This design comes from an exercise in tuning for small area on the open sky130 flow, not from production work. The flow treats the clock pin as an ideal source. Dropping or thinning the clock tree relies on that and would not hold on a real chip. Power figures rest on the tool's default switching activity, not on a simulated workload.

Setup of job 6138:
==> flow/design.v <==
module mhu (
    input  wire        clk,
    input  wire        rst,               
    input  wire        cfg_we,
    input  wire [15:0] cfg_wdata,
    output wire [15:0] cfg_rdata,
    input  wire        in_valid,
    input  wire [7:0]  in_data,
    input  wire        in_last,
    output wire        in_ready,
    output wire        hdr_valid,
    output wire [2:0]  hdr_type,
    output wire [12:0] hdr_length,
    output wire        hdr_is_data,
    output wire        aux_valid,
    output wire        aux_is_seq,
    output wire [15:0] aux_value,
    output wire        aux_known,
    output wire        sse_strobe,
    output wire        body_valid,
    output wire [7:0]  body_data,
    output wire        smp_valid,
    output wire [31:0] smp_data,
    output wire        done_valid,
    output wire [1:0]  done_status,
    output wire        done_is_data,
    output wire [2:0]  done_type,
    output wire [12:0] done_length,
    output wire [15:0] done_item,
    output wire [15:0] done_seq,
    output wire        done_seq_present,
    output wire        done_sse
);
    reg [15:0] cfg_bitwidth;    
    reg [7:0]  hlo, hhi;        
    reg [7:0]  alo, ahi;        
    reg [7:0]  acc0, acc1, acc2;  
    reg [2:0]  st;
    reg        lg;              
    reg [1:0]  gm;              
    assign cfg_rdata = cfg_bitwidth;
    assign in_ready  = 1'b1;
    wire beat = in_valid & ~rst;
    wire pb   = st[2];
    wire [1:0] c = st[1:0];
    wire c0   = (c == 2'b00);
    wire c1   = (c == 2'b01);
    wire c2   = (c == 2'b11);
    wire c3   = (c == 2'b10);
    wire p0   = ~pb & c0;
    wire p1   = ~pb & c1;
    wire p2   = ~pb & c2;
    wire p3   = ~pb & c3;
    wire [1:0] cnext = {c[0], ~c[1]};
    wire full = (cnext == gm);
    wire cfg_legal = (cfg_bitwidth[15:6] == 10'd0) && (cfg_bitwidth[2:0] == 3'd0) &&
                     (cfg_bitwidth[5] ? (cfg_bitwidth[4:3] == 2'd0) : (cfg_bitwidth[4:3] != 2'd0));
    always @(posedge clk) begin
        if (rst)
            cfg_bitwidth <= 16'd0;
        else if (cfg_we)
            cfg_bitwidth <= cfg_wdata;
        if (rst)
            st <= 3'd0;
        else if (in_valid) begin
            if (in_last)
                st <= 3'd0;
            else
                st <= {pb | c3, (pb & full) ? 2'b00 : cnext};
        end
        if (in_valid) begin
            if (p0) begin
                hlo <= in_data;
                lg  <= cfg_legal;
                gm  <= {cfg_bitwidth[4], cfg_bitwidth[4] ^ cfg_bitwidth[3]};
            end
            if (p1) hhi <= in_data;
            if (p2) alo <= in_data;
            if (p3) ahi <= in_data;
            if (c0) acc0 <= in_data;
            if (c1) acc1 <= in_data;
            if (c2) acc2 <= in_data;
        end
    end
    wire cls   = p1 ? in_data[7] : hhi[7];           
    wire [7:0] vhi = p3 ? in_data : ahi;             
    wire lo_known = (alo == 8'h00) || (alo == 8'h18) || (alo == 8'h20) ||
                    (alo == 8'h44) || (alo == 8'h8A) || (alo == 8'hB8);
    wire known = lo_known && (vhi == 8'd0);
    wire px    = p3 | pb;                            
    assign hdr_valid   = beat & p1;
    assign hdr_type    = in_data[7:5];
    assign hdr_length  = {in_data[4:0], hlo};
    assign hdr_is_data = in_data[7];
    assign aux_valid   = beat & p3;
    assign aux_is_seq  = hhi[7];
    assign aux_value   = {in_data, alo};
    assign aux_known   = hhi[7] | known;
    assign sse_strobe  = beat & p1 & in_data[7] & ~lg;
    assign body_valid  = beat & pb & (hhi[7] | known);
    assign body_data   = in_data;
    assign smp_valid   = beat & pb & hhi[7] & lg & full;
    assign smp_data[7:0]   = c0 ? in_data : acc0;
    assign smp_data[15:8]  = c1 ? in_data : (c[1] ? acc1 : 8'd0);
    assign smp_data[23:16] = c2 ? in_data : (c3 ? acc2 : 8'd0);
    assign smp_data[31:24] = c3 ? in_data : 8'd0;
    wire isctl_ok = ~cls & px & known;
    wire ok       = ~p0 & (cls | (px & known));
    wire [7:0] hcur = p1 ? in_data : hhi;
    assign done_valid       = beat & in_last;
    assign done_status[0]   = p0 | (~cls & (p1 | p2));
    assign done_status[1]   = ~p0 & ~cls & px & ~known;
    assign done_is_data     = ~p0 & cls;
    assign done_type        = ok ? hcur[7:5] : 3'd0;
    assign done_length      = ok ? {hcur[4:0], hlo} : 13'd0;
    assign done_item        = isctl_ok ? {vhi, alo} : 16'd0;
    assign done_seq         = (cls & px) ? {vhi, alo} : 16'd0;
    assign done_seq_present = cls & px;
    assign done_sse         = ~p0 & cls & ~lg;
endmodule
Settings: LEC_CHECK=0, CAP_MARGIN=20, CORE_MARGIN=2, CORE_UTILIZATION=55, SLEW_MARGIN=20; clock period 6.0 ns.
standard.sh (not shown) runs the stock make flow with config.mk's settings and CLKGATE_MAP_FILE= SYNTH_SCRIPT=/design/flow/synth_recipe.tcl, a recipe that flattens the netlist after the stock synthesis.
==> flow/flow/run.sh <==
#!/bin/bash
# Layout flow: the standard synthesis re-run with an area-oriented ABC mapping
# (same registers, checked against the standard synthesis), every port buffered
# by buf_1, ABC buffers removed, and a clock tree built by hand (flow/manual_cts.tcl).
set -euo pipefail
W=$PWD
R=$W/orfs/results/$FLOW_PLATFORM/mhu/base
RA=$W/orfs_alt/results/$FLOW_PLATFORM/mhu/base
export BUFFER_PORTS_ARGS="-buffer_cell sky130_fd_sc_hd__buf_1"
export REMOVE_ABC_BUFFERS=1
export PRE_CTS_TCL=$W/flow/manual_cts.tcl
export MCTS_N=4
export MCTS_CELL=sky130_fd_sc_hd__clkbuf_8

# 1. the standard synthesis
bash standard.sh synth > synth_standard.log 2>&1
cp $R/1_2_yosys.v synth_standard.v

# 2. the same synthesis script with another ABC mapping script
sed 's|log_cmd abc {\*}$abc_args|log_cmd abc -script '"$W"'/flow/abc_amap.script {*}[lrange $abc_args 2 end]|' \
    $FLOW_HOME/scripts/synth.tcl > alt_synth_core.tcl
sed "s|source \$::env(SCRIPTS_DIR)/synth.tcl|source $W/alt_synth_core.tcl|" synth_recipe.tcl > alt_synth.tcl
cmd=$(grep '^make ' standard.sh | sed -e "s|WORK_HOME=[^ ]*|WORK_HOME=$W/orfs_alt|" \
      -e "s|SYNTH_SCRIPT=[^ ]*|SYNTH_SCRIPT=$W/alt_synth.tcl|" -e 's|"\${@:-finish}"|synth|')
if grep -q abc_amap alt_synth_core.tcl && grep -q alt_synth_core alt_synth.tcl \
   && eval "$cmd" > synth_alt.log 2>&1 \
   && python3 flow/regs.py synth_standard.v $RA/1_2_yosys.v > regs_check.log 2>&1; then
  cp $RA/1_2_yosys.v $R/1_2_yosys.v
  touch $R/1_2_yosys.v
  echo "using the area-mapped netlist" >> regs_check.log
fi

# 3. the rest of the standard layout
bash standard.sh > layout.log 2>&1
==> flow/flow/manual_cts.tcl <==
# Clock tree built by hand, run as the CTS step's PRE hook: the register clock
# pins are split by recursive bisection of their positions into MCTS_N groups,
# each driven by one MCTS_CELL clock buffer placed at the group's centre. The
# leaf buffers are driven by the clock port, or by one MCTS_ROOT buffer when it
# is set. clock_tree_synthesis then has nothing left to do.
set n $::env(MCTS_N)
set cell $::env(MCTS_CELL)
set root ""
if { [info exists ::env(MCTS_ROOT)] } { set root $::env(MCTS_ROOT) }
set block [ord::get_db_block]
set db [ord::get_db]
set clk_net [$block findNet clk]

proc bisect { sinks parts } {
  if { $parts <= 1 || [llength $sinks] < 2 } { return [list $sinks] }
  set xs [lsort -integer [lmap s $sinks { lindex $s 0 }]]
  set ys [lsort -integer [lmap s $sinks { lindex $s 1 }]]
  set axis [expr { ([lindex $xs end] - [lindex $xs 0]) >= ([lindex $ys end] - [lindex $ys 0]) ? 0 : 1 }]
  set sorted [lsort -integer -index $axis $sinks]
  set left [expr { $parts / 2 }]
  set cut [expr { ([llength $sorted] * $left) / $parts }]
  return [concat [bisect [lrange $sorted 0 [expr { $cut - 1 }]] $left] \
                 [bisect [lrange $sorted $cut end] [expr { $parts - $left }]]]
}

set sinks {}
foreach it [$clk_net getITerms] {
  set box [[$it getInst] getBBox]
  lappend sinks [list [expr { ([$box xMin] + [$box xMax]) / 2 }] \
                      [expr { ([$box yMin] + [$box yMax]) / 2 }] $it]
}
puts "manual CTS: [llength $sinks] sinks in $n groups of $cell, root '$root'"

set drive_net $clk_net
if { $root ne "" } {
  set rbuf [odb::dbInst_create $block [$db findMaster $root] clkbuf_m_root]
  set rnet [odb::dbNet_create $block clknet_m_root]
  $rnet setSigType CLOCK
  [$rbuf findITerm A] connect $clk_net
  [$rbuf findITerm X] connect $rnet
  set drive_net $rnet
}

set g 0
set cx 0
set cy 0
foreach group [bisect $sinks $n] {
  set buf [odb::dbInst_create $block [$db findMaster $cell] clkbuf_m_$g]
  set net [odb::dbNet_create $block clknet_m_$g]
  $net setSigType CLOCK
  set sx 0
  set sy 0
  foreach s $group {
    set it [lindex $s 2]
    $it disconnect
    $it connect $net
    incr sx [lindex $s 0]
    incr sy [lindex $s 1]
  }
  [$buf findITerm A] connect $drive_net
  [$buf findITerm X] connect $net
  set k [llength $group]
  set x [expr { $sx / $k }]
  set y [expr { $sy / $k }]
  $buf setLocation $x $y
  $buf setPlacementStatus PLACED
  incr cx $x
  incr cy $y
  puts "manual CTS: group $g drives $k sinks around ($x, $y)"
  incr g
}
if { $root ne "" } {
  $rbuf setLocation [expr { $cx / $g }] [expr { $cy / $g }]
  $rbuf setPlacementStatus PLACED
}
global_connect

proc clock_tree_synthesis { args } {
  puts "clock_tree_synthesis skipped: the clock tree was built by hand"
}
Other scripts of this flow, unchanged in this note and not shown: flow/flow/abc_amap.script, flow/flow/regs.py
Modified inputs, job 1019 compared to job 6138
--- a/flow/flow/run.sh
+++ b/flow/flow/run.sh
@@ -10,6 +10,7 @@
 export REMOVE_ABC_BUFFERS=1
 export PRE_CTS_TCL=$W/flow/manual_cts.tcl
-export MCTS_N=4
-export MCTS_CELL=sky130_fd_sc_hd__clkbuf_8
+export MCTS_N=8
+export MCTS_ROOT=sky130_fd_sc_hd__clkbuf_8
+export MCTS_CELL=sky130_fd_sc_hd__clkbuf_4
 
 # 1. the standard synthesis
### Flow results
Relative to job 6138, power after layout has increased by about 4.4% in job 1019.
Violation count after the first detailed-routing iteration was lower in the run labelled job 1019.
Going from job 6138 to job 1019, the clock network fraction of design power was found to have gone up by 3.3 points.
Cell count: job 1019 higher than job 6138
On maximum operating frequency, job 1019 does worse than job 6138.
Via count of the first global-routing pass grows slightly when moving from job 6138 to job 1019.
The lower post-layout net count of job 6138 and job 1019 is in job 6138.
Worst-case setup slack after placement: job 1019 vs job 6138 — no meaningful difference
Looking only at post-synthesis to final-layout area growth, and setting everything else aside, the lower value of job 6138 and job 1019 goes to job 6138.
Job 1019 ends up with a clock latency of the later-clocked register in the worst-skew pair that is 0.19 ns higher than in job 6138.
The higher area of all placed cells without fillers of job 6138 and job 1019 is in job 1019.
Function was not checked in any run of this note: the RTL went through the layout flow alone. No run of this note takes its clock network from TritonCTS; it comes from the design's own scripts or RTL.

## separate check: timing with driven ports
The results above use ideal ports. As a check the final layouts listed here were re-extracted and re-timed, cells and wires unchanged.
Step 1 sets driving cells, clkbuf_16 on the clock port and buf_2 on the other inputs (assumed; they add their load-dependent delay and slew).
Step 2 moves the port delays by t, midway between the first and last clock arrival at a register: inputs arrive t later, outputs are due t later. That takes back most of the time a late clock gives input paths.
Three values: ideal, step 1, step 2; two values: the first two.
run | t, ns | slack for setup (ns) | worst slew at a driven data input, ns | pins driven straight from the clock port
job 6138 | 0.223 | 1.132 / 1.074 / 1.296 | 0.03 | 4
job 1019 | 0.383 | 0.937 / 0.907 / 1.289 | 0.04 | 1
After both steps setup and hold are still met in every run listed.
